This design comes from an exercise in tuning for small area, a short achievable clock period and few clock cycles per item on the open sky130 flow, not from production work. Only simulation tests tie the RTL to the original design; equivalence was not proved.

==> design.v <==
module yrc_fa (
    input  wire a,
    input  wire b,
    input  wire c,
    output wire s,
    output wire co
);
    assign s  = a ^ b ^ c;
    assign co = (a & b) | (a & c) | (b & c);
endmodule
module yrc_ha (
    input  wire a,
    input  wire b,
    output wire s,
    output wire co
);
    assign s  = a ^ b;
    assign co = a & b;
endmodule
module yrc_rca #(parameter N = 8, parameter CI = 0) (
    input  wire [N-1:0] a,
    input  wire [N-1:0] b,
    output wire [N-1:0] s,
    output wire         co
);
    wire [N:0] c;
    generate
        if (CI) begin : c1
            assign s[0] = ~(a[0] ^ b[0]);
            assign c[1] = a[0] | b[0];
        end else begin : c0
            yrc_ha u_ha (.a(a[0]), .b(b[0]), .s(s[0]), .co(c[1]));
        end
    endgenerate
    genvar k;
    generate
        for (k = 1; k < N; k = k + 1) begin : fa
            yrc_fa u_fa (.a(a[k]), .b(b[k]), .c(c[k]), .s(s[k]), .co(c[k+1]));
        end
    endgenerate
    assign co = c[N];
endmodule
module yrc_rcc #(parameter N = 4) (
    input  wire [N-1:0] a,
    input  wire [N-1:0] b,
    input  wire         ci,
    output wire [N-1:0] s,
    output wire         co
);
    wire [N:0] c;
    assign c[0] = ci;
    genvar k;
    generate
        for (k = 0; k < N; k = k + 1) begin : fa
            yrc_fa u_fa (.a(a[k]), .b(b[k]), .c(c[k]), .s(s[k]), .co(c[k+1]));
        end
    endgenerate
    assign co = c[N];
endmodule
module yrc_canny_px #(
    parameter LB = 4,             
    parameter BL = 2              
) (
    input  wire         clk,
    input  wire         rst,          
    input  wire         in_valid,
    output wire         in_ready,
    input  wire [199:0] in_win,       
    input  wire [3:0]   in_border,    
    output wire         out_valid,
    input  wire         out_ready,
    output wire [10:0]  out_mag,
    output wire [1:0]   out_sector,   
    output wire [1:0]   out_class     
);
    localparam integer NST   = 3;    
    localparam integer DEPTH = NST + 2;           
    reg  rdy;
    wire acc = in_valid & rdy;
    assign in_ready = rdy;
    wire [LB:0] lo [0:19];
    genvar p, q;
    generate
        for (q = 0; q < 5; q = q + 1) begin : lrow
            for (p = 0; p < 4; p = p + 1) begin : lcol
                yrc_rca #(LB) u_a (.a(in_win[8*(5*q+p) +: LB]), .b(in_win[8*(5*q+p+1) +: LB]),
                                  .s(lo[4*q+p][LB-1:0]), .co(lo[4*q+p][LB]));
            end
        end
    endgenerate
    wire [BL-1:0] hpl [0:19];
    wire [BL:0]   bl  [0:15];
    generate
        for (q = 0; q < 5; q = q + 1) begin : plrow
            for (p = 0; p < 4; p = p + 1) begin : plcol
                assign hpl[4*q+p] = (p % 2) ? ~lo[4*q+p][BL-1:0] : lo[4*q+p][BL-1:0];
            end
        end
        for (q = 0; q < 4; q = q + 1) begin : blrow
            for (p = 0; p < 4; p = p + 1) begin : blcol
                assign bl[4*q+p] = {1'b0, hpl[4*q+p]} + {1'b0, hpl[4*(q+1)+p]} + (p % 2);
            end
        end
    endgenerate
    reg  [LB:BL]  lo_q [0:19];
    reg  [BL:0]   bl_q [0:15];
    reg  [7-LB:0] hi_q [0:24];
    reg  [3:0] bd0_q;
    reg        v0_q;
    integer k0;
    always @(posedge clk) begin
        for (k0 = 0; k0 < 20; k0 = k0 + 1)       
            lo_q[k0] <= (k0 % 2) ? {lo[k0][LB], ~lo[k0][LB-1:BL]} : lo[k0][LB:BL];
        for (k0 = 0; k0 < 16; k0 = k0 + 1) bl_q[k0] <= bl[k0];
        for (k0 = 0; k0 < 25; k0 = k0 + 1) hi_q[k0] <= in_win[8*k0+LB +: 8-LB];
        bd0_q <= in_border;
        v0_q  <= acc & ~rst;
    end
    wire [3:0] bd0 = bd0_q;
    wire       v0  = v0_q & ~rst;
    wire [8:BL] hp [0:19];
    wire [9:0]  bx [0:15];
    generate
        for (q = 0; q < 5; q = q + 1) begin : hrow
            for (p = 0; p < 4; p = p + 1) begin : hcol
                wire [8:LB] hh;                         
                assign hp[4*q+p][LB-1:BL] = lo_q[4*q+p][LB-1:BL];
                yrc_rcc #(8-LB) u_a (.a(hi_q[5*q+p]), .b(hi_q[5*q+p+1]), .ci(lo_q[4*q+p][LB]),
                                  .s(hh[7:LB]), .co(hh[8]));
                assign hp[4*q+p][8:LB] = (p % 2) ? ~hh : hh;
            end
        end
        for (q = 0; q < 4; q = q + 1) begin : brow
            for (p = 0; p < 4; p = p + 1) begin : bcol
                assign bx[4*q+p][BL-1:0] = bl_q[4*q+p][BL-1:0];
                yrc_rcc #(9-BL) u_a (.a(hp[4*q+p]), .b(hp[4*(q+1)+p]), .ci(bl_q[4*q+p][BL]),
                                  .s(bx[4*q+p][8:BL]), .co(bx[4*q+p][9]));
            end
        end
    endgenerate
    wire [10:0] u [0:8];
    wire [10:0] v [0:8];
    genvar a, b;
    generate
        for (b = 1; b < 4; b = b + 1) begin : prow
            for (a = 1; a < 4; a = a + 1) begin : pcol
                wire [9:0] up  = (a == 2) ? bx[4*b+a]       : bx[4*(b-1)+a-1];
                wire [9:0] nun = (a == 2) ? bx[4*(b-1)+a-1] : bx[4*b+a];
                wire [9:0] vp  = (a == 2) ? bx[4*(b-1)+a]   : bx[4*b+a-1];
                wire [9:0] nvn = (a == 2) ? bx[4*b+a-1]     : bx[4*(b-1)+a];
                wire cu, cv;
                yrc_rca #(10, 1) u_u (.a(up), .b(nun), .s(u[3*(b-1)+(a-1)][9:0]), .co(cu));
                yrc_rca #(10, 1) u_v (.a(vp), .b(nvn), .s(v[3*(b-1)+(a-1)][9:0]), .co(cv));
                assign u[3*(b-1)+(a-1)][10] = ~cu;
                assign v[3*(b-1)+(a-1)][10] = ~cv;
            end
        end
    endgenerate
    wire [9:0] nu, nv;
    yrc_rca #(10) u_nu (.a(bx[5]), .b(bx[10]), .s(nu), .co());
    yrc_rca #(10) u_nv (.a(bx[9]), .b(bx[6]),  .s(nv), .co());
    reg [10:0] u1 [0:8];
    reg [10:0] v1 [0:8];
    reg [9:0]  nu1, nv1;
    reg [3:0]  bd1;
    reg        v1_q;
    integer k;
    always @(posedge clk) begin
        for (k = 0; k < 9; k = k + 1) begin
            u1[k] <= u[k];
            v1[k] <= v[k];
        end
        nu1  <= u[4][10] ? ~nu : u[4][9:0];        
        nv1  <= v[4][10] ? ~nv : v[4][9:0];        
        bd1  <= bd0;
        v1_q <= v0 & ~rst;
    end
    wire [10:0] uc = u1[4];
    wire [10:0] vc = v1[4];
    wire su = uc[10], sv = vc[10];
    wire [9:0] au = nu1;                            
    wire [9:0] av = nv1;
    wire a_ge_b = (au >= av);
    wire [9:0] h  = a_ge_b ? au : av;
    wire [9:0] mn = a_ge_b ? av : au;
    wire hnz = |h;
    wire [9:0]  aum = au - 10'd1;
    wire [9:0]  avm = av - 10'd1;
    wire [9:0]  hm  = a_ge_b ? aum : avm;           
    wire [8:0] gt;
    genvar n, m;
    generate
        for (n = 0; n < 9; n = n + 1) begin : nb
            if (n != 4) begin : t
                wire        ge = (n == 5 || n == 7);    
                wire [9:0]  ha = ge ? h : hm;
                wire        su_n = u1[n][10], sv_n = v1[n][10];
                wire [9:0]  yu = u1[n][9:0] ^ {10{~su_n}};
                wire [9:0]  yv = v1[n][9:0] ^ {10{~sv_n}};
                wire [10:0] ku, kv;
                assign ku[0] = ~su_n;
                assign kv[0] = ~sv_n;
                for (m = 0; m < 10; m = m + 1) begin : cb
                    assign ku[m+1] = (ha[m] & yu[m]) | (ha[m] & ku[m]) | (yu[m] & ku[m]);
                    assign kv[m+1] = (ha[m] & yv[m]) | (ha[m] & kv[m]) | (yv[m] & kv[m]);
                end
                assign gt[n] = ku[10] & kv[10] & (ge | hnz);
            end else begin : c
                assign gt[n] = 1'b0;
            end
        end
    endgenerate
    wire lf = bd1[0], rt = bd1[1], tp = bd1[2], bt = bd1[3];
    wire [7:0] nt;
    assign nt[0] = lf          ? hnz  : gt[3];    
    assign nt[1] = rt          ? 1'b1 : gt[5];    
    assign nt[2] = tp          ? hnz  : gt[1];    
    assign nt[3] = bt          ? 1'b1 : gt[7];    
    assign nt[4] = (lf | tp)   ? hnz  : gt[0];    
    assign nt[5] = (rt | bt)   ? hnz  : gt[8];    
    assign nt[6] = (rt | tp)   ? hnz  : gt[2];    
    assign nt[7] = (lf | bt)   ? hnz  : gt[6];    
    reg [9:0] h2, mn2;
    reg [7:0] nt2;
    reg       ab2, su2, sv2, v2_q;
    always @(posedge clk) begin
        h2   <= h;
        mn2  <= mn;
        nt2  <= nt;
        ab2  <= a_ge_b;
        su2  <= su;
        sv2  <= sv;
        v2_q <= v1_q & ~rst;
    end
    wire [25:0] t0 = {16'd0, h2};
    wire [25:0] t1 = {14'd0, h2, 2'd0};
    wire [25:0] t2 = {8'd0, h2, 8'd0};
    wire [25:0] t3 = {6'd0, h2, 10'd0};
    wire [25:0] t4 = {4'd0, h2, 12'd0};
    wire [25:0] t5 = {3'd0, h2, 13'd0};
    wire [25:0] t6 = ~{1'b0, mn2, 15'd0};
    function [51:0] csa;                            
        input [25:0] x, y, z;
        csa = {((x & y) | (x & z) | (y & z)) << 1, x ^ y ^ z};
    endfunction
    wire [25:0] s1, c1, s2, c2, s3, c3, s4, c4, s5, c5;
    assign {c1, s1} = csa(t0, t1, t2);
    assign {c2, s2} = csa(t3, t4, t5);
    assign {c3, s3} = csa(s1, c1, s2);
    assign {c4, s4} = csa(c2, t6, s3);
    assign {c5, s5} = csa(s4, c4, c3);
    wire [25:0] dif = s5 + c5 + 26'd1;
    wire diag = ~dif[25];
    wire [1:0] sector = diag ? (ab2 ? 2'd2 : 2'd3) : ((su2 == sv2) ? 2'd0 : 2'd1);
    reg is_max;
    always @(*) begin
        case (sector)
            2'd0:    is_max = nt2[0] & nt2[1];
            2'd1:    is_max = nt2[2] & nt2[3];
            2'd2:    is_max = nt2[4] & nt2[5];
            default: is_max = nt2[6] & nt2[7];
        endcase
    end
    wire [1:0] cls = (h2 > 10'd25 && is_max) ? ((h2 > 10'd75) ? 2'd2 : 2'd1) : 2'd0;
    localparam integer FD = DEPTH - 1;
    wire [13:0] wdat = {cls, sector, h2};
    wire        wr   = v2_q;
    reg  [13:0] hd;
    reg         hv;
    reg  [13:0] fifo [0:FD-1];
    reg  [1:0]  wp, rp;
    reg  [2:0]  fc, outst;
    wire        xfer = hv & out_ready;
    wire        hfree = ~hv | out_ready;              
    wire        fne   = (fc != 3'd0);
    wire        fpush = wr & ~(hfree & ~fne);         
    wire        fpop  = hfree & fne;
    always @(posedge clk) begin
        if (fpush) fifo[wp] <= wdat;
        if (hfree) hd <= fne ? fifo[rp] : wdat;
    end
    wire [2:0] outst_n = outst + {2'd0, acc} - {2'd0, xfer};
    always @(posedge clk) begin
        if (rst) begin
            wp <= 2'd0; rp <= 2'd0; fc <= 3'd0; hv <= 1'b0; outst <= 3'd0; rdy <= 1'b1;
        end else begin
            if (fpush) wp <= wp + 2'd1;
            if (fpop)  rp <= rp + 2'd1;
            fc <= fc + {2'd0, fpush} - {2'd0, fpop};
            if (hfree) hv <= fne | wr;
            outst <= outst_n;
            rdy   <= xfer ? 1'b1 : acc ? (outst < DEPTH - 1) : (outst < DEPTH);
        end
    end
    assign out_valid  = hv;
    assign out_mag    = {hd[9:0], 1'b0};
    assign out_sector = hd[11:10];
    assign out_class  = hd[13:12];
endmodule
==> flow/run.sh <==
#!/bin/bash
export SETUP_SLACK_MARGIN=12.4
export BUFFER_PORTS_ARGS="-buffer_cell sky130_fd_sc_hd__buf_1"
export CTS_ARGS="-sink_clustering_enable -repair_clock_nets -sink_clustering_size 20 -sink_clustering_max_diameter 100 -dont_use_dummy_load"
bash standard.sh > standard.log 2>&1
==> standard.sh <==
#!/bin/bash
# synth_recipe.tcl (not shown) runs the flow's synth.tcl, then flattens the netlist and writes it again
# the make line also repeats each setting of config.mk as NAME=value (left out here)
make -C /OpenROAD-flow-scripts/flow DESIGN_CONFIG=/design/flow/config.mk WORK_HOME=/design/flow/orfs CLKGATE_MAP_FILE= SYNTH_SCRIPT=/design/flow/synth_recipe.tcl "${@:-finish}"
==> config.mk <==
export PLATFORM = sky130hd
export DESIGN_NAME = yrc_canny_px
export DESIGN_NICKNAME = yrc_canny_px
export VERILOG_FILES = /design/flow/design.v
export SDC_FILE = /design/flow/constraint.sdc
export NUM_CORES = 4
export LEC_CHECK = 0
export ABC_AREA = 1
export CAP_MARGIN = 20
export CORE_MARGIN = 2
export CORE_UTILIZATION = 40
export CTS_CLUSTER_DIAMETER = 100
export CTS_CLUSTER_SIZE = 20
export SLEW_MARGIN = 20
export SYNTH_HIERARCHICAL = 1
==> constraint.sdc <==
create_clock -name core_clock -period 17.0 [get_ports {clk}]
set_input_delay 3.4000 -clock core_clock [delete_from_list [all_inputs] [get_ports {clk}]]
set_output_delay 3.4000 -clock core_clock [all_outputs]
set_load 0.01 [all_outputs]
==> run summary, run 1 <==
* Max_cap viols at 0
* Sequential-to-total area share from yosys stat at 0.3791
* Main flop type after synthesis: dfxtp_1
* Gr ovfl total at 0
* DR vias/cell at 4.660
* I/O pin total at 225
* Die Wd at 277.6 um
* Num CTS Buffers at 31
* Non-Filler Instances at 3892
* Worst skew pair latency at 0.64 ns
* P&R area growth vs syn at 12.72%
* Synth Cell Area at 0.02994 mm2
* DR WL/cell at 19.44 um
* Net Count, Synth at 3502
* CTS Buffer Depth at 3
* Worst r2r path cells at 10
* Clk sink count at 532
* Most frequent cells in the layout: 442 x inv_1, 439 x dfxtp_1, 437 x nand2_1
* Final nets at 3752
* Initial Util at 0.4029
* Crit Path Max Fanout at 4
* Post-synthesis cell type count at 50
* Top-area cell type share of the netlist area at 0.3236
* Number of diodes at 0
* # rows at 100
* Dominant cells by area after synthesis: fa_1 32%, dfxtp_1 31%, edfxtp_1 7.0%
* Vias in the first global route at 19.43k
* Via count at 18.14k
* Setup CP Type: reg -> reg
* HPWL after detailed placement at 63490 um
* R2r setup slk at 12.45 ns
* Final min period at 4.553 ns
* CTS tree: yes
* Largest net degree at the start of global routing at 43
* Commonest non-fill, non-tap cell in the layout: inv_1
* FMAX at 219.7 MHz
* Antenna Violating Nets Remaining at 0
* Crit Reg-Reg Startpoint: lo_q[6][2]$_DFF_P_
* Die H at 277.6 um
* Synth warn at 17
* Placed Cells incl. Taps at 3819
* Critical Path End Type: register
* RePlAce Congestion at 0.9125
* CTS H-tree lvls at 1
* Hold Crit Depth at 0
* Final setup vio count at 0
* Final Max Tran Viols at 0
* # fillers at 6922
* PortBufs at 223
* Final wirelength at 75650 um
* Drt drc at 0
* Fin crit share at 0.2678
* Initial DRC Count at 998
* FF+latch count, synth at 532
* Critical path launch point type: register
* Hold EP: sv2$_DFF_P_
* First-pass GRT wire length at 114500 um
* Arr. time, crit path at 5.01 ns
* Worst-path clk slew at 0.09 ns
* CTS root buf: clkbuf_16
* Initial antenna violation count at 0
* Reg2Reg Capture Point: u1[5][9]$_DFF_P_
* Skew final at 0.07957 ns
* Die ar. at 0.07706 mm2
* Share of cells above drive strength 1 at 0.1177
* Core outline area at 0.07432 mm2
* Total GRT Usage at 0.2007
* Worst Max-Slew Pin Slew at 1.001 ns
* Async SR Flop Fraction at 0
* RSZ-0062 raised after global routing: yes
* Setup Total Neg Slack at 0 ns
* Min-delay src: v1[4][10]$_DFF_P_
* Post-synth top area cell: fa_1
* Final hold violations at 0
* Status: no timing/DRC/antenna violations
* Hold Crit Class: reg -> reg
* Post-Syn Instances at 2675
* Post-synth EDFFs at 70
* Mapped Avg Cell Area at 11.19 um2
* 1st-pass router iterations at 5
* Critical path required time at 17.46 ns
* Slew headroom at 0.3276
## critical path: stages (launching register included)
cell,delay [ns]
dfxtp_2,0.35
fa_2,0.53
buf_4,0.20
fa_1,0.45
fa_2,0.38
fa_2,0.37
fa_1,0.41
fa_1,0.40
fa_1,0.42
fa_1,0.41
fa_1,0.45
## routing by layer
layer | up-vias | part of all wire | track usage | wire length (um)
met5 | - | 0 | 0 | 0
met1 | 8958 | 0.41 | 0.2457 | 30870
met4 | 0 | 0.039 | 0.06902 | 2943
met3 | 124 | 0.035 | 0.01769 | 2616
li1 | 8641 | - | - | -
met2 | 413 | 0.52 | 0.3698 | 39220
## Yosys stat by module, one instance, submodules excluded, excerpt
module	cell area, um2	copies in the design	cells	flip-flops and latches
yrc_ha	12.51	22	1	0
yrc_fa	20.02	432	1	0
yrc_canny_px	20520	1	2131	532
## flip-flops by register name, summed over array words and instances, names as in the netlist, 8 cells and up, named ones only
| name | cells |
|---|---|
| hi_q | 100 |
| bl_q | 48 |
| hd | 14 |
| h2 | 10 |
| nt2 | 8 |
| nv1 | 10 |
| mn2 | 10 |
| fifo | 56 |
| u1 | 89 |
| lo_q | 60 |
| nu1 | 10 |
| v1 | 89 |
## cell type report
class / count / area (um2) / area share
Multi-Input combinational cell: 1639 / 17440 / 0.5168
Sequential cell: 532 / 11410 / 0.3380
Inverter: 455 / 1713 / 0.05075
Tap cell: 969 / 1212 / 0.03592
Timing Repair Buffer: 266 / 1200 / 0.03555
Clock buffer: 31 / 775.7 / 0.02298
## synthesized netlist by cell type (2+ instances only)
cell type,number
o21ai_2,4
buf_1,2
nor2_4,2
nand3_4,2
clkbuf_1,32
ha_1,135
a21oi_1,31
xnor2_1,43
edfxtp_1,70
nand3_1,42
o22ai_1,34
or2_0,4
nand2_1,444
dfxtp_1,462
xor2_1,104
fa_1,484
nand2_2,10
or2_2,16
nor3_1,2
inv_2,6
o221ai_1,2
buf_4,4
nor2_1,85
a31oi_1,4
a22o_1,2
clkinv_1,2
o21bai_1,6
o21ai_0,131
nand4_1,17
buf_6,3
o21ai_1,8
inv_1,447
buf_2,10
nand3b_1,9
## logic make-up after synthesis
logic type / Yosys count / synth area share
xor+xnor: 147 / 0.04300
fa+ha+maj: 619 / 0.3800
flops: 532 / 0.3791
compound gates: 234 / 0.04379
other cells: 1 / 0.0001252
simple gates: 636 / 0.08888
buf+inv: 506 / 0.06510
## metrics by stage
step           setup slack [ns]  hold WS [ns]  area (um2)  utilization
2_1_floorplan             12.05        0.3096       30420            -
3_3_place_gp              11.64        0.3123       32250       0.4340
3_5_place_dp              11.62        0.3121       32250       0.4340
4_1_cts                   12.39        0.3325       33410       0.4495
5_1_grt                   12.34        0.3368       33750       0.4541
6_report                  12.45        0.3307       33750       0.4541
## worst max path at each step
| stage | from | endpoint | slack [ns] | cells after the start |
|---|---|---|---|---|
| after CTS | lo_q[9][2]$_DFF_P_ | nv1[2]$_DFF_P_ | 12.39 | 12 |
| final | lo_q[6][2]$_DFF_P_ | u1[5][9]$_DFF_P_ | 12.45 | 10 |
| after global routing | h2[2]$_DFF_P_ | hd[12]$_DFFE_PP_ | 12.34 | 19 |
| after global placement | out_ready | fc[2]$_SDFF_PP0_ | 11.64 | 13 |
| after detailed placement | out_ready | fc[2]$_SDFF_PP0_ | 11.62 | 13 |
| after floorplan | out_ready | fc[2]$_SDFF_PP0_ | 12.05 | 12 |
## timing repair
item	4_1_cts	5_1_grt
gates cloned	0	2
hold endpoints to repair	0	0
endpoints found under the setup margin	75	54
buffers inserted	19	21
gates resized for setup	94	61
hold buffers	0	0
pin swaps	11	12
Testbench counts, summed over its fixed seeds: cycles 12,016, items 12,000.
==> run 2, diff against run 1 <==
--- a/config.mk
+++ b/config.mk
@@ -8,7 +8,7 @@
 export ABC_AREA = 1
 export CAP_MARGIN = 20
 export CORE_MARGIN = 2
-export CORE_UTILIZATION = 40
+export CORE_UTILIZATION = 55
 export CTS_CLUSTER_DIAMETER = 100
 export CTS_CLUSTER_SIZE = 20
 export SLEW_MARGIN = 20
==> run summary, run 2 <==
* Status: no timing/DRC/antenna violations
* Critical path required time at 17.50 ns (+0.04 ns)
* Final Cell Area at 0.03331 mm2 (-1.3%)
* Setup CP Type: reg -> reg
* Post-synth EDFFs at 70 (unchanged)
* CTS root buf: clkbuf_16
* Biggest regs: hi_q: 100 flops, u1: 89 flops, v1: 89 flops
* Share of cells above drive strength 1 at 0.1089 (-0.008746)
* Final hold violations at 0 (unchanged)
* Sequential-to-total area share from yosys stat at 0.3791 (unchanged)
* Fin crit share at 0.2682 (+0.0003765)
* Critical path launch point type: register
* RSZ-0062 raised after global routing: yes
* Post-CTS Hold Buffers at 0 (unchanged)
* Worst-path clk slew at 0.08 ns (about the same)
* Setup Total Neg Slack at 0 ns (unchanged)
* Initial Util at 0.5564 (+0.1535)
* Largest net degree at the start of global routing at 43 (unchanged)
* Final setup vio count at 0 (unchanged)
* Via count at 18.30k (+0.89%)
* Commonest non-fill, non-tap cell in the layout: inv_1
* Async SR Flop Fraction at 0 (unchanged)
* HPWL after detailed placement at 65710 um (+3.5%)
* Core outline area at 0.05381 mm2 (-28%)
* Initial DRC Count at 853 (-15%)
* RePlAce Congestion at 0.9158 (+0.36%)
* FMAX at 219.3 MHz (-0.14%)
* CTS H-tree lvls at 1 (unchanged)
* Worst setup margin at 12.44 ns (-0.006400 ns)
* Final wirelength at 77240 um (+2.1%)
* Synth Cell Area at 0.02994 mm2 (unchanged)
* DR WL/cell at 21.37 um (+9.9%)
* Die H at 237.3 um (-15%)
* Slew headroom at 0.4276 (+0.09993)
* Reg2Reg Capture Point: u1[2][9]$_DFF_P_
* Drt drc at 0 (unchanged)
* Most frequent cells after synthesis: 484 x fa_1, 462 x dfxtp_1, 447 x inv_1
* Top-area cell type share of the netlist area at 0.3236 (unchanged)
* Main flop type after synthesis: dfxtp_1
* First-pass GRT wire length at 116400 um (+1.6%)
* Die ar. at 0.05632 mm2 (-27%)
* Initial antenna violation count at 1 (+1)
* Total GRT Usage at 0.2839 (+0.08316)
* Synth warn at 17 (unchanged)
* DR vias/cell at 5.061 (+8.6%)
* Post-synth top area cell: fa_1
* FF+latch count, synth at 532 (unchanged)
* Hold EP: bd1[0]$_DFF_P_
* Final nets at 3748 (-0.11%)
* R2r setup slk at 12.44 ns (about the same)
* Post-synthesis cell type count at 50 (unchanged)
* Pre-CTS setup slack at 11.59 ns (-0.03090 ns)
* Num CTS Buffers at 31 (unchanged)
* Arr. time, crit path at 5.06 ns (+0.05 ns)
* Skew final at 0.04934 ns (-0.03023 ns)
* Worst Max-Slew Pin Slew at 0.8577 ns (-0.1431 ns)
* Vias in the first global route at 20.02k (+3.0%)
* Final min period at 4.559 ns (+0.006400 ns)
* Clk sink count at 532 (unchanged)
* Gr ovfl total at 0 (unchanged)
* Hold Crit Class: reg -> reg
* Crit Path Max Fanout at 2 (-2)
* 1st-pass router iterations at 5 (unchanged)
* Most common cell in the synthesized netlist: fa_1
* Register with the most flip-flops: hi_q
* Max_cap viols at 0 (unchanged)
* CTS tree: yes
* Hold Crit Depth at 0 (unchanged)
* Worst skew pair latency at 0.63 ns (about the same)
* Net Count, Synth at 3502 (unchanged)
* Setup crit start: lo_q[2][2]$_DFF_P_
* Most frequent cells in the layout: 442 x inv_1, 440 x dfxtp_1, 439 x nand2_1
* Dominant cells by area after synthesis: fa_1 32%, dfxtp_1 31%, edfxtp_1 7.0%
* Largest register FFs at 100 (unchanged)
* Number of diodes at 0 (unchanged)
* CTS Buffer Depth at 3 (unchanged)
* Post-Syn Instances at 2675 (unchanged)
* PortBufs at 223 (unchanged)
* Crit Reg-Reg Startpoint: lo_q[2][2]$_DFF_P_
* Critical Path End Type: register
* P&R area growth vs syn at 11.24%
* # rows at 85 (-15%)
* Antenna Violating Nets Remaining at 0 (unchanged)
* Mapped Avg Cell Area at 11.19 um2 (unchanged)
* Die Wd at 237.3 um (-15%)
* Placed Instance Area at 0.03193 mm2 (-1.0%)
* Worst r2r path cells at 9 (-1)
* Min-delay src: bd0_q[0]$_DFF_P_
* I/O pin total at 225 (unchanged)
* Final Max Tran Viols at 0 (unchanged)
-- run 2: per-module statistics from Yosys, one instance, submodules excluded, a selection --
module        copies in the design  area [um2]
yrc_canny_px                     1       20520
yrc_fa                         432       20.02
yrc_ha                          22       12.51
-- run 2: final cells by class --
cell class / count / area (um2)
clock buffers: 31 / 775.7
fillers: 4411 / 20510
inverters: 455 / 1718
multi-input cells: 1638 / 17380
flip-flops and latches: 532 / 11400
well taps: 696 / 870.8
repair buffers: 263 / 1170
-- run 2: worst max-delay path, stage by stage, from the launching register on --
cell	delay [ns]
dfxtp_1	0.33
fa_1	0.44
fa_1	0.46
fa_1	0.44
fa_1	0.57
fa_1	0.52
fa_1	0.44
fa_1	0.41
fa_1	0.41
fa_1	0.43
-- run 2: worst max-delay path by stage --
| stage | to | slack, ns | cells after the start |
|---|---|---|---|
| after floorplan | fc[2]$_SDFF_PP0_ | 12.05 | 12 |
| after detailed placement | fc[2]$_SDFF_PP0_ | 11.59 | 13 |
| after CTS | nu1[9]$_DFF_P_ | 12.40 | 11 |
| final | u1[2][9]$_DFF_P_ | 12.44 | 9 |
| after global placement | fc[2]$_SDFF_PP0_ | 11.57 | 13 |
| after global routing | v1[3][9]$_DFF_P_ | 12.39 | 10 |
-- run 2: cells by family after synthesis --
family | after synthesis | share of synthesized area
AO/OA/AOI/OAI | 234 | 0.04379
XOR/XNOR | 147 | 0.04300
flip-flops | 532 | 0.3791
buffers and inverters | 506 | 0.06510
adder cells (fa/ha/maj) | 619 | 0.3800
AND/OR/NAND/NOR | 636 | 0.08888
other | 1 | 0.0001252
-- run 2: routing by layer --
layer | global-route usage | routed length [um] | vias up
met1 | 0.3573 | 31530 | 9135
met3 | 0.03356 | 3579 | 109
met2 | 0.5179 | 39940 | 422
met4 | 0.07833 | 2187 | 0
met5 | 0 | 0 | -
li1 | - | - | 8631
-- run 2: stage by stage --
step / cells / util / hold slack [ns]
after floorplan: 2675 / - / 0.3096
after global placement: 3548 / 0.5933 / 0.3104
after detailed placement: 3548 / 0.5933 / 0.3121
after CTS: 3592 / 0.6131 / 0.3318
after global routing: 3615 / 0.6189 / 0.3382
final: 3615 / 0.6189 / 0.3319
-- run 2: repair_timing --
action / 4_1_cts / 5_1_grt
gates resized for setup: 76 / 53
buffers inserted: 13 / 22
pin swaps: 8 / 15
cloned: 0 / 1
endpoints found under the setup margin: 58 / 52
hold endpoints to repair: 0 / 0
==> run 3, diff against run 2 <==
--- a/design.v
+++ b/design.v
@@ -221,15 +221,14 @@
     assign nt[6] = (rt | tp)   ? hnz  : gt[2];    
     assign nt[7] = (lf | bt)   ? hnz  : gt[6];    
     reg [9:0] h2, mn2;
-    reg [7:0] nt2;
-    reg       ab2, su2, sv2, v2_q;
+    reg [3:0] nt2;                                  
+    reg       ab2, sx2, v2_q;
     always @(posedge clk) begin
         h2   <= h;
         mn2  <= mn;
-        nt2  <= nt;
+        nt2  <= {nt[7] & nt[6], nt[5] & nt[4], nt[3] & nt[2], nt[1] & nt[0]};
         ab2  <= a_ge_b;
-        su2  <= su;
-        sv2  <= sv;
+        sx2  <= su ^ sv;
         v2_q <= v1_q & ~rst;
     end
     wire [25:0] t0 = {16'd0, h2};
@@ -251,14 +250,14 @@
     assign {c5, s5} = csa(s4, c4, c3);
     wire [25:0] dif = s5 + c5 + 26'd1;
     wire diag = ~dif[25];
-    wire [1:0] sector = diag ? (ab2 ? 2'd2 : 2'd3) : ((su2 == sv2) ? 2'd0 : 2'd1);
+    wire [1:0] sector = diag ? (ab2 ? 2'd2 : 2'd3) : (sx2 ? 2'd1 : 2'd0);
     reg is_max;
     always @(*) begin
         case (sector)
-            2'd0:    is_max = nt2[0] & nt2[1];
-            2'd1:    is_max = nt2[2] & nt2[3];
-            2'd2:    is_max = nt2[4] & nt2[5];
-            default: is_max = nt2[6] & nt2[7];
+            2'd0:    is_max = nt2[0];
+            2'd1:    is_max = nt2[1];
+            2'd2:    is_max = nt2[2];
+            default: is_max = nt2[3];
         endcase
     end
     wire [1:0] cls = (h2 > 10'd25 && is_max) ? ((h2 > 10'd75) ? 2'd2 : 2'd1) : 2'd0;
==> run summary, run 3 <==
* Most frequent cells in the layout: 445 x nand2_1, 443 x inv_1, 438 x dfxtp_1
* Synth warn at 17 (unchanged)
* Final setup vio count at 0 (unchanged)
* Skew final at 0.02992 ns (-0.01942 ns)
* Top-area cell type share of the netlist area at 0.3232 (-0.0003647)
* Initial Util at 0.5570 (+0.0006278)
* Post-Syn Instances at 2688 (+0.49%)
* Setup Total Neg Slack at 0 ns (unchanged)
* Clk sink count at 527 (-0.94%)
* Critical path required time at 17.54 ns (+0.04 ns)
* Worst r2r path cells at 10 (+1)
* I/O pin total at 225 (unchanged)
* CTS Buffer Depth at 3 (unchanged)
* # rows at 85 (unchanged)
* Num CTS Buffers at 30 (-3.2%)
* Most common cell in the synthesized netlist: fa_1
* Commonest non-fill, non-tap cell in the layout: nand2_1
* Final core utilization at 0.6185 (about the same)
* DR WL/cell at 21.24 um (-0.58%)
* Worst skew pair latency at 0.61 ns (-0.02 ns)
* Setup crit start: lo_q[14][2]$_DFF_P_
* FMAX at 218.6 MHz (-0.36%)
* Die Wd at 237.5 um (about the same)
* CTS H-tree lvls at 1 (unchanged)
* Fin crit share at 0.2691 (+0.0009706)
* Post-synth top area cell: fa_1
* PortBufs at 223 (unchanged)
* RePlAce Congestion at 0.9236 (+0.85%)
* Post-CTS Hold Buffers at 0 (unchanged)
* Critical path launch point type: register
* Max_cap viols at 0 (unchanged)
* 1st-pass router iterations at 7 (+2)
* CTS tree: yes
* Initial antenna violation count at 2 (+1)
* Vias in the first global route at 19.75k (-1.3%)
* Die H at 237.5 um (about the same)
* Final wirelength at 76830 um (-0.53%)
* Initial DRC Count at 951 (+11%)
* First-pass GRT wire length at 115300 um (-0.87%)
* Pre-CTS setup slack at 11.63 ns (+0.04430 ns)
* Worst setup margin at 12.42 ns (-0.01650 ns)
* Core outline area at 0.05381 mm2 (unchanged)
* Synth Cell Area at 0.02998 mm2 (+0.11%)
* Critical Path End Type: register
* CTS root buf: clkbuf_16
* Final nets at 3750 (+0.053%)
* Largest net degree at the start of global routing at 43 (unchanged)
* Number of diodes at 0 (unchanged)
* HPWL after detailed placement at 65230 um (-0.72%)
* Final hold violations at 0 (unchanged)
* P&R area growth vs syn at 11.03%
* Hold Crit Class: reg -> reg
* FF+latch count, synth at 527 (-0.94%)
* Main flop type after synthesis: dfxtp_1
* Final Max Tran Viols at 0 (unchanged)
* Antenna Violating Nets Remaining at 0 (unchanged)
* Hold Crit Depth at 0 (unchanged)
* Post-synthesis cell type count at 44 (-12%)
* Min-delay src: bd0_q[0]$_DFF_P_
* Dominant cells by area after synthesis: fa_1 32%, dfxtp_1 31%, edfxtp_1 7.0%
* Placed Instance Area at 0.03190 mm2 (about the same)
* Crit Path Max Fanout at 4 (+2)
* Gr ovfl total at 0 (unchanged)
* Worst Max-Slew Pin Slew at 0.9486 ns (+0.09091 ns)
* Status: no timing/DRC/antenna violations
* Final Cell Area at 0.03328 mm2 (about the same)
* Most frequent cells after synthesis: 484 x fa_1, 457 x dfxtp_1, 449 x nand2_1
* Biggest regs: hi_q: 100 flops, u1: 89 flops, v1: 89 flops
* Arr. time, crit path at 5.11 ns (+0.05 ns)
* Net Count, Synth at 3515 (+0.37%)
* RSZ-0062 raised after global routing: yes
* Hold EP: bd1[0]$_DFF_P_
* Largest register FFs at 100 (unchanged)
* Worst-path clk slew at 0.08 ns (about the same)
* Via count at 18.14k (-0.86%)
* DR vias/cell at 5.015 (-0.91%)
* Crit Reg-Reg Startpoint: lo_q[14][2]$_DFF_P_
* R2r setup slk at 12.42 ns (-0.02 ns)
* Share of cells above drive strength 1 at 0.1195 (+0.01054)
* Die ar. at 0.05638 mm2 (+0.11%)
* Final min period at 4.576 ns (+0.01650 ns)
* Drt drc at 0 (unchanged)
* Reg2Reg Capture Point: v1[7][9]$_DFF_P_
* Total GRT Usage at 0.2806 (-0.003300)
* Mapped Avg Cell Area at 11.15 um2 (-0.37%)
* Sequential-to-total area share from yosys stat at 0.3753 (-0.003766)
* Async SR Flop Fraction at 0 (unchanged)
* # fillers at 4412 (+0.023%)
* Register with the most flip-flops: hi_q
* Slew headroom at 0.3667 (-0.06086)
* Setup CP Type: reg -> reg
* Post-synth EDFFs at 70 (unchanged)
run 3: cell types whose count changed after synthesis, sizes merged, moves of 8 or more:
cell   before  now
nand2     454  469
nand3      45   56
nor2       88   77
xor2      104  115
or2        20   29
xnor2      43   34
buf        19   27
run 3: worst max-delay path, cell delays in order (launching register included):
cell and delay, ns:
dfxtp_2 0.38, fa_2 0.49, buf_4 0.19, fa_1 0.48, fa_2 0.38, fa_1 0.40
fa_2 0.37, fa_1 0.39, fa_1 0.41, fa_2 0.38, fa_2 0.63
run 3: stage by stage:
stage / hold slack, ns / instances
after global placement: 0.3147 / 3556
final: 0.3321 / 3617
after global routing: 0.3318 / 3617
after CTS: 0.3333 / 3601
after floorplan: 0.3096 / 2688
after detailed placement: 0.3128 / 3556
run 3: what timing repair did:
item                                    4_1_cts  5_1_grt
pin swaps                                    13       18
endpoints found under the setup margin       49       57
gates resized for setup                      82       64
gates cloned                                  0        2
buffers inserted                             15       14
run 3: area by class of cell:
cell class	instances	area, um2	share of cell area
Inverter	461	1738	0.05222
Sequential cell	527	11290	0.3394
Clock buffer	30	750.7	0.02256
Multi-Input combinational cell	1647	17490	0.5256
Tap cell	696	870.8	0.02617
Timing Repair Buffer	256	1135	0.03410
run 3: worst max path at each step:
stage | endpoint | slack (ns) | depth (start not counted)
final | v1[7][9]$_DFF_P_ | 12.42 | 10
after CTS | out_sector[1] | 12.40 | 1
after global placement | fifo[2][2]$_DFFE_PP_ | 11.54 | 6
after detailed placement | fc[2]$_SDFF_PP0_ | 11.63 | 13
after floorplan | fc[2]$_SDFF_PP0_ | 12.05 | 12
after global routing | hd[13]$_DFFE_PP_ | 12.38 | 20
run 3: Yosys stat by module (local to each module, per instance), excerpt:
module | times used | area (um2)
yrc_canny_px | 1 | 20560
yrc_ha | 22 | 12.51
yrc_fa | 432 | 20.02
run 3: per-layer routing:
metal	up-vias	part of all wire	GRT usage	routed length (um)
met1	8957	0.42	0.3667	32410
met3	89	0.046	0.03077	3503
met2	485	0.51	0.5062	39160
li1	8609	-	-	-
met5	-	0	0	0
met4	0	0.023	0.06080	1755
run 3: cells by family after synthesis:
| logic type | count (synthesis) | share of synthesized area |
|---|---|---|
| AND/OR/NAND/NOR | 654 | 0.09329 |
| adder cells (fa/ha/maj) | 619 | 0.3796 |
| flip-flops | 527 | 0.3753 |
| buffers and inverters | 516 | 0.06778 |
| AO/OA/AOI/OAI | 222 | 0.04011 |
| XOR/XNOR | 149 | 0.04379 |
| other | 1 | 0.0001251 |
Testbench counts of run 3, summed over its fixed seeds: cycles 12,016, items 12,000.
==> run 4, diff against run 3 <==
==> flow/run.sh (replaced) <==
#!/bin/bash
export SETUP_SLACK_MARGIN=12.3
export BUFFER_PORTS_ARGS="-buffer_cell sky130_fd_sc_hd__buf_1"
export CTS_ARGS="-sink_clustering_enable -repair_clock_nets -sink_clustering_size 20 -sink_clustering_max_diameter 100 -dont_use_dummy_load"
bash standard.sh > standard.log 2>&1
==> run summary, run 4 <==
* Min Hold Slack at 0.3327 ns (+0.0006550 ns)
* FF+latch count, synth at 527 (unchanged)
* Status: no timing/DRC/antenna violations
* Clk sink count at 527 (unchanged)
* First-pass GRT wire length at 116700 um (+1.2%)
* Mapped Avg Cell Area at 11.15 um2 (unchanged)
* Post-synth top area cell: fa_1
* Final setup vio count at 0 (unchanged)
* Largest net degree at the start of global routing at 43 (unchanged)
* Synth Cell Area at 0.02998 mm2 (unchanged)
* DR WL/cell at 21.64 um (+1.9%)
* Compound-Gate Fraction of Synth Area at 0.04011 (unchanged)
* Most frequent cells after synthesis: 484 x fa_1, 457 x dfxtp_1, 449 x nand2_1
* Final Max Tran Viols at 0 (unchanged)
* XOR/XNOR Fraction of Synth Area at 0.04378 (unchanged)
* Setup CP Type: reg -> reg
* PortBufs at 223 (unchanged)
* Final wirelength at 78220 um (+1.8%)
* Largest family of logic cells by synthesized area: adder cells
* Synth Area in Simple Gates at 0.09329 (unchanged)
* Die ar. at 0.05638 mm2 (unchanged)
* Most frequent cells in the layout: 446 x nand2_1, 445 x inv_1, 441 x dfxtp_1
* Sequential-to-total area share from yosys stat at 0.3753 (unchanged)
* Post-synth EDFFs at 70 (unchanged)
* Number of diodes at 0 (unchanged)
* Largest register FFs at 100 (unchanged)
* Post-Syn Instances at 2688 (unchanged)
* 1st-pass router iterations at 5 (-2)
* Net Count, Synth at 3515 (unchanged)
* Drt drc at 0 (unchanged)
* Final Cell Area at 0.03301 mm2 (-0.83%)
* Placed Cells incl. Taps at 3558 (+0.056%)
* Fin crit share at 0.2739 (+0.004771)
* Final hold violations at 0 (unchanged)
* CTS tree: yes
* Die H at 237.5 um (unchanged)
* CTS Buffer Depth at 3 (unchanged)
* Post-synthesis cell type count at 44 (unchanged)
* Arr. time, crit path at 5.18 ns (+0.07 ns)
* Via count at 18.25k (+0.58%)
* FMAX at 214.7 MHz (-1.7%)
* Share of cells above drive strength 1 at 0.1018 (-0.01770)
* Pre-CTS setup slack at 11.72 ns (+0.09500 ns)
* Max_cap viols at 0 (unchanged)
* # rows at 85 (unchanged)
* Crit Path Max Fanout at 2 (-2)
* Critical Path End Type: register
* Gr ovfl total at 0 (unchanged)
* HPWL after detailed placement at 67120 um (+2.9%)
* Initial DRC Count at 984 (+3.5%)
* Die Wd at 237.5 um (unchanged)
* Worst-path clk slew at 0.09 ns (about the same)
* Non-Filler Instances at 3614 (-0.083%)
* I/O pin total at 225 (unchanged)
* Register with the most flip-flops: hi_q
* CTS H-tree lvls at 1 (unchanged)
* Hold Crit Class: reg -> reg
* Dominant cells by area after synthesis: fa_1 32%, dfxtp_1 31%, edfxtp_1 7.0%
* Most common cell in the synthesized netlist: fa_1
* Post-synthesis mux area share at 0 (unchanged)
* Worst skew pair latency at 0.62 ns (about the same)
* RePlAce Congestion at 0.9342 (+1.1%)
* Skew final at 0.05720 ns (+0.02728 ns)
* Main flop type after synthesis: dfxtp_1
* Core outline area at 0.05381 mm2 (unchanged)
* DR vias/cell at 5.048 (+0.66%)
* Worst Max-Slew Pin Slew at 0.9577 ns (+0.009067 ns)
* RSZ-0062 raised after global routing: no
* Commonest non-fill, non-tap cell in the layout: nand2_1
* Final min period at 4.657 ns (+0.08110 ns)
* Top-area cell type share of the netlist area at 0.3232 (unchanged)
* Synth warn at 17 (unchanged)
* CTS root buf: clkbuf_16
* Vias in the first global route at 19.68k (-0.31%)
* Total GRT Usage at 0.2862 (+0.005610)
* Final nets at 3747 (-0.080%)
* Critical path launch point type: register
* Antenna Violating Nets Remaining at 0 (unchanged)
* Async SR Flop Fraction at 0 (unchanged)
* Placed Instance Area at 0.03179 mm2 (-0.33%)
* Biggest regs: hi_q: 100 flops, u1: 89 flops, v1: 89 flops
* Num CTS Buffers at 31 (+3.3%)
* Post-synthesis adder-cell area fraction at 0.3796 (unchanged)
* Initial antenna violation count at 5 (+3)
* Setup Total Neg Slack at 0 ns (unchanged)
* Initial Util at 0.5570 (unchanged)
* Critical path required time at 17.53 ns (about the same)
* Post-CTS Hold Buffers at 0 (unchanged)
* Final core utilization at 0.6133 (-0.005115)
* Worst setup margin at 12.34 ns (-0.08110 ns)
* Slew headroom at 0.3607 (-0.006053)
* P&R area growth vs syn at 10.11%
[run 4: cell counts after synthesis]
Identical to the previous run, type by type.
[run 4: cells by family (layout without fill, tap and decap cells)]
group | Yosys count | in the layout
adders and majority gates | 619 | 619
buffers and inverters | 516 | 745
AOI/OAI and AO/OA | 222 | 222
xor gates and xnor gates | 149 | 149
and+or+nand+nor | 654 | 655
other | 1 | 1
DFF | 527 | 527
[run 4: final timing paths]
path | startpoint | endpoint | slack [ns] | depth (start not counted)
worst max register to register | lo_q[11][2]$_DFF_P_ | v1[5][9]$_DFF_P_ | 12.34 | 9
worst max-delay path | lo_q[11][2]$_DFF_P_ | v1[5][9]$_DFF_P_ | 12.34 | 9
worst min-delay path | bd0_q[3]$_DFF_P_ | bd1[3]$_DFF_P_ | 0.33 | 0
worst min register to register | bd0_q[3]$_DFF_P_ | bd1[3]$_DFF_P_ | 0.33 | 0
[run 4: cell type report]
cell class	instances	area (um2)
fillers	4469	20810
multi-input cells	1646	17250
flip-flops and latches	527	11280
inverters	461	1738
repair buffers	253	1091
well taps	696	870.8
clock buffers	31	775.7
[run 4: modules after synthesis, one instance, submodules excluded, excerpt]
module        times used  cells  area [um2]  flops+latches
yrc_ha                22      1       12.51              0
yrc_fa               432      1       20.02              0
yrc_canny_px           1   2144       20560            527
[run 4: critical path, cell delays in order (launching register included)]
cell and delay [ns]:
dfxtp_1 0.39, fa_1 0.49, fa_1 0.44, fa_1 0.43, fa_1 0.44, fa_2 0.35
fa_1 0.55, fa_1 0.47, fa_1 0.40, fa_2 0.59
[run 4: what timing repair did]
action                                  CTS  global route
pin swaps                                 5             8
cloned                                    0             1
resized for setup                        44            47
buffers inserted                         12            12
endpoints found under the setup margin   40            49
[run 4: routing by layer]
metal	routed length, um	part of all wire	global-route usage
met1	32710	0.42	0.3691
met2	38950	0.50	0.5034
met3	3935	0.050	0.04274
met4	2631	0.034	0.08310
met5	0	0	0
==> run 5, diff against run 4 <==
==> flow/run.sh (replaced) <==
#!/bin/bash
export SETUP_SLACK_MARGIN=12.5
export BUFFER_PORTS_ARGS="-buffer_cell sky130_fd_sc_hd__buf_1"
export CTS_ARGS="-sink_clustering_enable -repair_clock_nets -sink_clustering_size 20 -sink_clustering_max_diameter 100 -dont_use_dummy_load"
bash standard.sh > standard.log 2>&1
==> run summary, run 5 <==
* Worst skew pair latency at 0.61 ns (about the same)
* Critical path required time at 13.60 ns (-3.93 ns)
* Most common cell in the synthesized netlist: fa_1
* Critical path launch point type: register
* Biggest regs: hi_q: 100 flops, u1: 89 flops, v1: 89 flops
* Synth warn at 17 (unchanged)
* Hold Crit Class: reg -> reg
* Number of diodes at 0 (unchanged)
* CTS H-tree lvls at 1 (unchanged)
* Register with the most flip-flops: hi_q
* Post-Syn Instances at 2688 (unchanged)
* CTS Buffer Depth at 3 (unchanged)
* DR vias/cell at 5.038 (-0.20%)
* Setup CP Type: reg -> out
* Final setup vio count at 0 (unchanged)
* Post-synthesis adder-cell area fraction at 0.3796 (unchanged)
* Antenna Violating Nets Remaining at 0 (unchanged)
* CP max stage delay at 0.37 ns (-0.22 ns)
* Critical Path End Type: primary output
* FF+latch count, synth at 527 (unchanged)
* Dominant cells by area after synthesis: fa_1 32%, dfxtp_1 31%, edfxtp_1 7.0%
* I/O pin total at 225 (unchanged)
* Most frequent cells after synthesis: 484 x fa_1, 457 x dfxtp_1, 449 x nand2_1
* Post-synth EDFFs at 70 (unchanged)
* Worst Max-Slew Pin Slew at 0.9636 ns (+0.005868 ns)
* Gr ovfl total at 0 (unchanged)
* Drt drc at 0 (unchanged)
* RSZ-0062 raised after global routing: yes
* P&R area growth vs syn at 13.05%
* Final core utilization at 0.6297 (+0.01637)
* Post-synth top area cell: fa_1
* Most frequent cells in the layout: 444 x nand2_1, 441 x inv_1, 436 x dfxtp_1
* RePlAce Congestion at 0.9349 (about the same)
* Total GRT Usage at 0.2865 (+0.0003746)
* DR WL/cell at 21.62 um (about the same)
* Post-synthesis cell type count at 44 (unchanged)
* PortBufs at 223 (unchanged)
* Final wirelength at 78860 um (+0.82%)
* Initial DRC Count at 1088 (+11%)
* Compound-Gate Fraction of Synth Area at 0.04011 (unchanged)
* Initial antenna violation count at 1 (-4)
* Skew final at 0.02366 ns (-0.03355 ns)
* Initial Util at 0.5570 (unchanged)
* Crit Path Max Fanout at 1 (-1)
* CP max stage cell: edfxtp_1
* Clk sink count at 527 (unchanged)
* Core outline area at 0.05381 mm2 (unchanged)
* Main flop type after synthesis: dfxtp_1
* Worst path cell trace: clkbuf_2
* Top-area cell type share of the netlist area at 0.3232 (unchanged)
* Largest register FFs at 100 (unchanged)
* Die ar. at 0.05638 mm2 (unchanged)
* XOR/XNOR Fraction of Synth Area at 0.04378 (unchanged)
* Final Max Tran Viols at 0 (unchanged)
* CP delay by family, top: flip-flops
* Mapped Avg Cell Area at 11.15 um2 (unchanged)
* First-pass GRT wire length at 116800 um (about the same)
* Final nets at 3780 (+0.88%)
* Die H at 237.5 um (unchanged)
* Post-synthesis mux area share at 0 (unchanged)
* Arr. time, crit path at 1.12 ns (-4.06 ns)
* Largest family of logic cells by synthesized area: adder cells
* Num CTS Buffers at 31 (unchanged)
* Vias in the first global route at 19.76k (+0.37%)
* CP Buf/Inv Count at 1 (+1)
* Synth Cell Area at 0.02998 mm2 (unchanged)
* Min Hold Slack at 0.3317 ns (-0.0009960 ns)
* Share of cells above drive strength 1 at 0.1623 (+0.06054)
* Commonest non-fill, non-tap cell in the layout: nand2_1
* CTS tree: yes
* Max_cap viols at 0 (unchanged)
* Die Wd at 237.5 um (unchanged)
* FMAX at 221.5 MHz (+3.1%)
* Final min period at 4.515 ns (-0.1412 ns)
* HPWL after detailed placement at 66470 um (-0.96%)
* Sequential-to-total area share from yosys stat at 0.3753 (unchanged)
* Via count at 18.38k (+0.71%)
* CTS root buf: clkbuf_16
* Final hold violations at 0 (unchanged)
* Net Count, Synth at 3515 (unchanged)
* Slew headroom at 0.3567 (-0.003918)
* Setup Total Neg Slack at 0 ns (unchanged)
* Synth Area in Simple Gates at 0.09329 (unchanged)
* Largest net degree at the start of global routing at 30 (-30%)
* # rows at 85 (unchanged)
* 1st-pass router iterations at 5 (unchanged)
* Fin crit share at 0.2656 (-0.008306)
* Async SR Flop Fraction at 0 (unchanged)
* Worst-path clk slew at 0.08 ns (about the same)
* Status: no timing/DRC/antenna violations
-- run 5: cell types whose count changed in the layout (fill, tap and decap cells not counted), moves of 10 or more --
cell      change
o21ai_0      -12
buf_4        +25
clkbuf_2     +18
buf_6        +11
ha_4         +10
fa_2        +101
fa_1        -101
o21ai_1      +11
buf_1        -29
-- run 5: metal layers --
layer  up-vias  wire, um  track usage
met5         -         0            0
met4         0      2636      0.08043
met1      9054     32550       0.3673
met2       515     39530       0.5057
li1       8671         -            -
met3       135      4145      0.04564
-- run 5: modules after synthesis (local to each module, per instance), excerpt --
module | cells inside | copies in the design
yrc_ha | 1 | 22
yrc_canny_px | 2144 | 1
yrc_fa | 1 | 432
-- run 5: path summary, 6_finish.rpt --
check | endpoint | startpoint | cells after the start | slack (ns)
min | bd1[2]$_DFF_P_ | bd0_q[2]$_DFF_P_ | 0 | 0.33
max | out_sector[1] | hd[11]$_DFFE_PP_ | 1 | 12.48
min reg2reg | bd1[2]$_DFF_P_ | bd0_q[2]$_DFF_P_ | 0 | 0.33
max reg2reg | v1[7][9]$_DFF_P_ | lo_q[14][2]$_DFF_P_ | 10 | 12.51
-- run 5: layout make-up --
| class | instances | area (um2) |
|---|---|---|
| clock buffer | 31 | 775.7 |
| fill | 4321 | 19930 |
| inverter | 461 | 1738 |
| multi-input combinational | 1647 | 17710 |
| sequential | 527 | 11290 |
| tap | 696 | 870.8 |
| timing repair buffer | 285 | 1499 |
-- run 5: timing repair --
item,4_1_cts,5_1_grt
cloned,1,1
hold buffers,0,0
setup endpoints to repair,90,118
pin swaps,25,43
resized for setup,150,119
setup buffers,31,28
-- run 5: kinds of logic (layout without fill, tap and decap cells) --
family / count (synthesis) / in the layout
fa+ha+maj: 619 / 619
compound gates: 222 / 222
xor+xnor: 149 / 149
other cells: 1 / 1
buf+inv: 516 / 777
simple gates: 654 / 656
flops: 527 / 527
-- run 5: through the flow --
step                      area (um2)  setup slack, ns  std cells
final                          33890            12.48       3647
after global routing           33890            12.43       3647
after CTS                      33350            12.45       3618
after detailed placement       31930            11.62       3555
after global placement         31930            11.51       3555
after floorplan                30500            12.05       2688

[static timing again, ports no longer ideal]
In the flow no input, the clock included, has a driving cell. The finished layouts below were timed again as built, in two steps.
Step 1 assumes that a clkbuf_16 drives the clock port and a buf_2 every other input.
Step 2 adds t to the input delays and takes it off the output delays; t is the mean of the earliest and latest rising clock arrival at the registers after step 1. Input paths then give back, and output paths get back, about the clock's delay inside the block.
Three values: ideal, step 1, step 2; two values: the first two.
| run | t, ns | setup slack, ns | latest minus earliest clock arrival (ns) | pins driven straight from the clock port |
|---|---|---|---|---|
| run 1 | 0.660 | 12.447 / 12.389 / 11.826 | 0.081 / 0.081 | 1 |
| run 2 | 0.667 | 12.441 / 12.396 / 11.836 | 0.051 / 0.051 | 1 |
| run 3 | 0.657 | 12.424 / 12.400 / 11.855 | 0.031 / 0.031 | 1 |
| run 4 | 0.657 | 12.343 / 12.343 / 11.764 | 0.057 / 0.057 | 1 |
| run 5 | 0.663 | 12.485 / 12.422 / 11.850 | 0.026 / 0.026 | 1 |
After both steps setup and hold are still met in every run listed. For run 5, which loses most, drivers alone change the setup slack by -0.063 ns; drivers and shift together by -0.635 ns.
